This design comes from an exercise in tuning for small area on the open sky130 flow, not from production work. At most, simulation tests tie the RTL to the original design; equivalence was not proved. The flow treats the clock pin as an ideal source, which a real chip does not have. Power and IR drop assume default switching activity.

==> raven: inputs <==
==> flow/design.v <==
module lmp_rx #(
    parameter T_GUARD = 40,
    parameter T_BIT   = 24,
    parameter CNT_W   = 16
) (
    input  wire             clk,
    input  wire             rst,
    input  wire             line_in,
    input  wire             rpt_ack,
    output wire             busy,
    output wire             out_valid,
    output wire             out_err,
    output wire [1:0]       out_code,
    output wire             out_type,
    output wire [15:0]      out_payload,
    output wire             out_parity,
    output wire [CNT_W-1:0] out_old,
    output wire [CNT_W-1:0] cnt_out
);
    localparam [4:0] T_A = 5'b00111;
    localparam [4:0] T_B = 5'b00110;
    localparam [4:0] S_0    = 5'b10101;
    localparam [4:0] S_IDLE = 5'b11111;
    reg [4:0]  tmr;
    reg [4:0]  step;
    reg [17:0] sr;
    reg        rp;
    reg [15:0] o_pay;
    reg [15:0] o_old;
    reg        o_type;
    reg        o_par;
    reg        o_perr;
    reg        fresh;
    wire wrap    = ~tmr[0] & tmr[1] & ~tmr[2] & ~tmr[4];      
    wire st1     = step[1] & ~step[2] & step[3];              
    wire st_skip = step[2] & ~step[3] & step[4];              
    wire st_dec  = ~step[0] & step[1] & step[4];              
    wire st_rpt  = step[0] & ~step[1] & step[2] & ~step[4];   
    wire st_idle = step[0] & step[1] & step[3];               
    wire rx      = ~st_idle & ~st_rpt;
    wire tick    = rx & wrap;
    wire sample  = tick & ~st_skip & ~st_dec;
    wire decode  = tick & st_dec;
    wire        selp  = ~o_perr & o_type;
    wire        cin   = ~o_perr & ~o_type & ~fresh;
    wire [15:0] diff  = o_pay ^ o_old;
    wire        match = ~|diff;
    wire [16:0] carry;
    assign carry[0] = cin;
    genvar gi;
    generate
        for (gi = 0; gi < 16; gi = gi + 1) begin : g_cnt
            assign carry[gi+1] = carry[gi] & o_old[gi];
        end
    endgenerate
    wire [15:0] cnt = o_old ^ (({16{selp}} & diff) | carry[15:0]);
    always @(posedge clk) begin
        if (!rx)
            tmr <= T_B;
        else if (wrap)
            tmr <= st1 ? T_B : T_A;
        else
            tmr <= {tmr[3:0], ~(tmr[4] ^ tmr[1])};
        if (rst || (st_rpt && rpt_ack))
            step <= S_IDLE;
        else if (st_idle && line_in)
            step <= S_0;
        else if (tick)
            step <= {step[3:0], ~(step[4] ^ step[1])};
        if (sample) begin
            sr <= {line_in, sr[17:1]};
            rp <= ~st1 & (rp ^ line_in);
        end
        if (rst) begin
            o_pay  <= 16'd0;
            o_old  <= 16'd0;
            o_type <= 1'b0;
            o_par  <= 1'b0;
            o_perr <= 1'b0;
            fresh  <= 1'b1;
        end else if (decode) begin
            o_pay  <= sr[16:1];
            o_old  <= cnt;
            o_type <= sr[0];
            o_par  <= sr[17];
            o_perr <= rp;
            fresh  <= 1'b0;
        end
    end
    assign busy        = ~st_idle;
    assign out_valid   = st_rpt;
    assign out_code    = {o_perr | (o_type & ~match), o_perr | (o_type & match)};
    assign out_err     = out_code[1];
    assign out_type    = o_type;
    assign out_payload = o_pay;
    assign out_parity  = o_par;
    assign out_old     = o_old;
    assign cnt_out     = cnt;
endmodule
==> flow/flow/run.sh <==
#!/bin/bash
# The standard layout flow with three changes:
#  - synthesis is the standard one (same script, fsm/share skipped, same
#    flattening and renaming, same registers) except that ABC maps the
#    combinational logic with an area-oriented script (flow/area.abc);
#  - the port buffers are the smallest buffer (buf_1);
#  - the clock tree is built from clkbuf_4 without dummy balancing loads.
set -uo pipefail
export MY_ABC_SCRIPT=$PWD/flow/area.abc
bash standard.sh \
  SYNTH_SCRIPT=$PWD/flow/synth.tcl \
  BUFFER_PORTS_ARGS="-buffer_cell sky130_fd_sc_hd__buf_1" \
  CTS_ARGS="-sink_clustering_enable -repair_clock_nets -dont_use_dummy_load -buf_list sky130_fd_sc_hd__clkbuf_4" \
  finish > standard.log 2>&1
==> flow/flow/area.abc <==
strash
&get -n
&dc2
&dch -f
&put
amap -m
topo
==> flow/flow/synth.tcl <==
proc synth {args} { yosys synth -nofsm -noshare {*}$args }
proc abc {args} {
  set i [lsearch $args -script]
  if {$i >= 0 && [info exists ::env(MY_ABC_SCRIPT)]} { lset args [expr {$i+1}] $::env(MY_ABC_SCRIPT) }
  yosys abc {*}$args
}
source $::env(SCRIPTS_DIR)/synth.tcl
# left out here: clear keep_hierarchy, flatten, clean up, hide names made inside functions, write 1_2_yosys.v
==> flow/standard.sh <==
#!/bin/bash
# synth_recipe.tcl (not shown) runs the flow's synth.tcl, then flattens the netlist and writes it again
# the make line also repeats each setting of config.mk as NAME=value (left out here)
make -C /OpenROAD-flow-scripts/flow DESIGN_CONFIG=/design/flow/config.mk WORK_HOME=/design/flow/orfs CLKGATE_MAP_FILE= SYNTH_SCRIPT=/design/flow/synth_recipe.tcl "${@:-finish}"
==> flow/config.mk <==
export PLATFORM = sky130hd
export DESIGN_NAME = lmp_rx
export DESIGN_NICKNAME = lmp_rx
export VERILOG_FILES = /design/flow/design.v
export SDC_FILE = /design/flow/constraint.sdc
export NUM_CORES = 4
export LEC_CHECK = 0
export CAP_MARGIN = 0
export CORE_MARGIN = 2
export CORE_UTILIZATION = 55
export PLACE_DENSITY = 0.7
export SLEW_MARGIN = 0
==> flow/constraint.sdc <==
create_clock -name core_clock -period 10.0 [get_ports {clk}]
set_input_delay 2.0000 -clock core_clock [delete_from_list [all_inputs] [get_ports {clk}]]
set_output_delay 2.0000 -clock core_clock [all_outputs]
set_load 0.01 [all_outputs]
==> inputs of ember, as changes to raven <==
--- a/flow/design.v
+++ b/flow/design.v
@@ -19,8 +19,8 @@
 );
     localparam [4:0] T_A = 5'b00111;
     localparam [4:0] T_B = 5'b00110;
-    localparam [4:0] S_0    = 5'b10101;
-    localparam [4:0] S_IDLE = 5'b11111;
+    localparam [4:0] S_0 = 5'b10101;
+    reg        busy_r;
     reg [4:0]  tmr;
     reg [4:0]  step;
     reg [17:0] sr;
@@ -36,11 +36,11 @@
     wire st_skip = step[2] & ~step[3] & step[4];              
     wire st_dec  = ~step[0] & step[1] & step[4];              
     wire st_rpt  = step[0] & ~step[1] & step[2] & ~step[4];   
-    wire st_idle = step[0] & step[1] & step[3];               
-    wire rx      = ~st_idle & ~st_rpt;
+    wire rx      = busy_r & ~st_rpt;
     wire tick    = rx & wrap;
     wire sample  = tick & ~st_skip & ~st_dec;
     wire decode  = tick & st_dec;
+    wire ack_rel = busy_r & st_rpt & rpt_ack;
     wire        selp  = ~o_perr & o_type;
     wire        cin   = ~o_perr & ~o_type & ~fresh;
     wire [15:0] diff  = o_pay ^ o_old;
@@ -61,9 +61,7 @@
             tmr <= st1 ? T_B : T_A;
         else
             tmr <= {tmr[3:0], ~(tmr[4] ^ tmr[1])};
-        if (rst || (st_rpt && rpt_ack))
-            step <= S_IDLE;
-        else if (st_idle && line_in)
+        if (rst || !busy_r || ack_rel)
             step <= S_0;
         else if (tick)
             step <= {step[3:0], ~(step[4] ^ step[1])};
@@ -71,6 +69,12 @@
             sr <= {line_in, sr[17:1]};
             rp <= ~st1 & (rp ^ line_in);
         end
+        if (rst)
+            busy_r <= 1'b0;
+        else if (!busy_r)
+            busy_r <= line_in;
+        else if (ack_rel)
+            busy_r <= 1'b0;
         if (rst) begin
             o_pay  <= 16'd0;
             o_old  <= 16'd0;
@@ -87,8 +91,8 @@
             fresh  <= 1'b0;
         end
     end
-    assign busy        = ~st_idle;
-    assign out_valid   = st_rpt;
+    assign busy        = busy_r;
+    assign out_valid   = busy_r & st_rpt;
     assign out_code    = {o_perr | (o_type & ~match), o_perr | (o_type & match)};
     assign out_err     = out_code[1];
     assign out_type    = o_type;
==> flow/flow/run.sh (replaced) <==
#!/bin/bash
# The standard layout flow with these changes:
#  - synthesis is the standard one (same script, fsm/share skipped, same
#    flattening and renaming, same registers) except that ABC maps the
#    combinational logic with an area-oriented script (flow/area.abc);
#  - the port buffers are the smallest buffer (buf_1);
#  - the clock tree is built by flow/clktree.tcl (four clkbuf_8, each
#    driving a quarter of the flip-flops) before CTS; CTS, given the same buffer, then adds nothing.
set -uo pipefail
export MY_ABC_SCRIPT=$PWD/flow/area.abc
bash standard.sh \
  SYNTH_SCRIPT=$PWD/flow/synth.tcl \
  BUFFER_PORTS_ARGS="-buffer_cell sky130_fd_sc_hd__buf_1" \
  PRE_CTS_TCL=$PWD/flow/clktree.tcl \
  CTS_ARGS="-sink_clustering_enable -repair_clock_nets -dont_use_dummy_load -buf_list sky130_fd_sc_hd__clkbuf_8" \
  finish > standard.log 2>&1
==> flow/flow/clktree.tcl (new file) <==
# Clock tree, run before CTS (PRE_CTS_TCL). The flip-flops are split into
# four groups of equal size by position (capacity-limited k-means); each group
# gets one clkbuf_8 at its centroid that drives the group's clock pins. The
# clock port drives only these four buffers. CTS then finds the clock nets
# already buffered and leaves them as they are.
set clk_k 4
set clk_leaf sky130_fd_sc_hd__clkbuf_8

set block [ord::get_db_block]
set dbu [$block getDbUnitsPerMicron]
set clk_port [lindex [get_ports -quiet clk] 0]
set clknet [$block findNet clk]
set sinks {}
foreach it [$clknet getITerms] {
  set inst [$it getInst]
  set bb [$inst getBBox]
  lappend sinks [list [expr {([$bb xMin] + [$bb xMax]) / 2.0 / $dbu}] \
                      [expr {([$bb yMin] + [$bb yMax]) / 2.0 / $dbu}] \
                      "[$inst getName]/[[$it getMTerm] getName]"]
}
set n [llength $sinks]
set cap [expr {int(ceil(double($n) / $clk_k))}]
# initial centres spread along x
set sorted [lsort -real -index 0 $sinks]
set cents {}
for {set i 0} {$i < $clk_k} {incr i} {
  set s [lindex $sorted [expr {int(($i + 0.5) * $n / $clk_k)}]]
  lappend cents [list [lindex $s 0] [lindex $s 1]]
}
proc clk_dist {s c} {
  return [expr {abs([lindex $s 0] - [lindex $c 0]) + abs([lindex $s 1] - [lindex $c 1])}]
}
for {set iter 0} {$iter < 50} {incr iter} {
  set groups {}
  set cnt {}
  for {set i 0} {$i < $clk_k} {incr i} { lappend groups {}; lappend cnt 0 }
  # sinks far from every centre choose first
  set order {}
  foreach s $sinks {
    set bd 1e30
    foreach c $cents { set d [clk_dist $s $c]; if {$d < $bd} { set bd $d } }
    lappend order [list $bd $s]
  }
  foreach e [lsort -real -decreasing -index 0 $order] {
    set s [lindex $e 1]
    set best -1; set bd 1e30
    for {set i 0} {$i < $clk_k} {incr i} {
      if {[lindex $cnt $i] >= $cap} continue
      set d [clk_dist $s [lindex $cents $i]]
      if {$d < $bd} { set bd $d; set best $i }
    }
    lset groups $best [concat [lindex $groups $best] [list $s]]
    lset cnt $best [expr {[lindex $cnt $best] + 1}]
  }
  set newc {}
  for {set i 0} {$i < $clk_k} {incr i} {
    set g [lindex $groups $i]
    if {[llength $g] == 0} { lappend newc [lindex $cents $i]; continue }
    set sx 0; set sy 0
    foreach s $g { set sx [expr {$sx + [lindex $s 0]}]; set sy [expr {$sy + [lindex $s 1]}] }
    lappend newc [list [expr {$sx / [llength $g]}] [expr {$sy / [llength $g]}]]
  }
  set cents $newc
}
for {set i 0} {$i < $clk_k} {incr i} {
  set g [lindex $groups $i]
  if {[llength $g] == 0} continue
  set pins {}
  foreach s $g { lappend pins [get_pins [lindex $s 2]] }
  set c [lindex $cents $i]
  puts "clock group $i: [llength $g] sinks, buffer at $c"
  insert_buffer -buffer_cell $clk_leaf -load_pins $pins -location $c \
    -buffer_name clkbuf_leaf_$i -net_name clknet_leaf_$i
}
foreach net [$block getNets] {
  if {[string match clknet_leaf_* [$net getName]] || [$net getName] eq "clk"} {
    $net setSigType CLOCK
  }
}
set_propagated_clock [all_clocks]
Settings changed: CORE_UTILIZATION 55 to 50.
==> qor summary <==
|  | raven | ember |
|---|---|---|
| Run status | timing/DRC/antenna clean | timing/DRC/antenna clean |
| Area used by multi-input combinational logic | 0.001037 mm^2 | 0.001044 mm^2 |
| Met1 track demand over resource in global routing | 32.86% | 29.26% |
| Sequential fraction of total cell area | 49.75% | 50.42% |
| Fin Clk Skew | 0.03758 ns | 0.01118 ns |
| Clock share of power | 25.7% | 26.7% |
| Post-detail-place hpwl | 4101 um | 4009 um |
| Static Leakage | 0.0009858 uW | 0.001001 uW |
| Clock Power | 119 uW | 105 uW |
| Average instance area after synthesis | 10.29 um^2 | 10.86 um^2 |
| Net switching component of the power | 115.0 uW | 75.72 uW |
| Number of inverters outside the clock class in the layout | 25 | 18 |
| Combined buffer and inverter count along the critical path | 2 | 3 |
| Die area | 0.005339 mm^2 | 0.005851 mm^2 |
| Num tapcells | 54 | 70 |
| Met2 wire len | 2624 um | 2750 um |
| Multi-input gates | 164 | 157 |
| Post-synthesis instance area | 0.002624 mm^2 | 0.002628 mm^2 |
| Power share of the combinational group | 9.9% | 2.5% |
| Setup ws final | 4.139 ns | 4.792 ns |
| Total sequential power | 297 uW | 278 uW |
| Number of global-route vias before repair | 1929 | 1908 |
The RTL of raven was laid out without a check of its function.

==> separate check: timing with driven ports <==
The results above use ideal ports. As a check the final layouts listed here were re-extracted and re-timed, cells and wires unchanged. Step 1 sets driving cells, clkbuf_16 on the clock port and buf_2 on the other inputs (assumed; they add their load-dependent delay and slew). Step 2, shift: input delay + t, output delay - t, t = (earliest + latest rising clock arrival at the registers) / 2. This alone moves slack from input paths to output paths. a / b / c = ideal ports / drivers / drivers and shift; a / b = the first two.
run | t, ns | setup WS [ns] | worst setup path at the end | latest minus earliest clock arrival (ns) | worst slew at a driven data input, ns
raven | 0.408 | 4.139 / 4.114 / 4.522 | register to output | 0.038 / 0.037 | 0.03
ember | 0.213 | 4.792 / 4.736 / 4.949 | register to output | 0.012 / 0.012 | 0.03
After both steps every run listed still meets setup and hold.
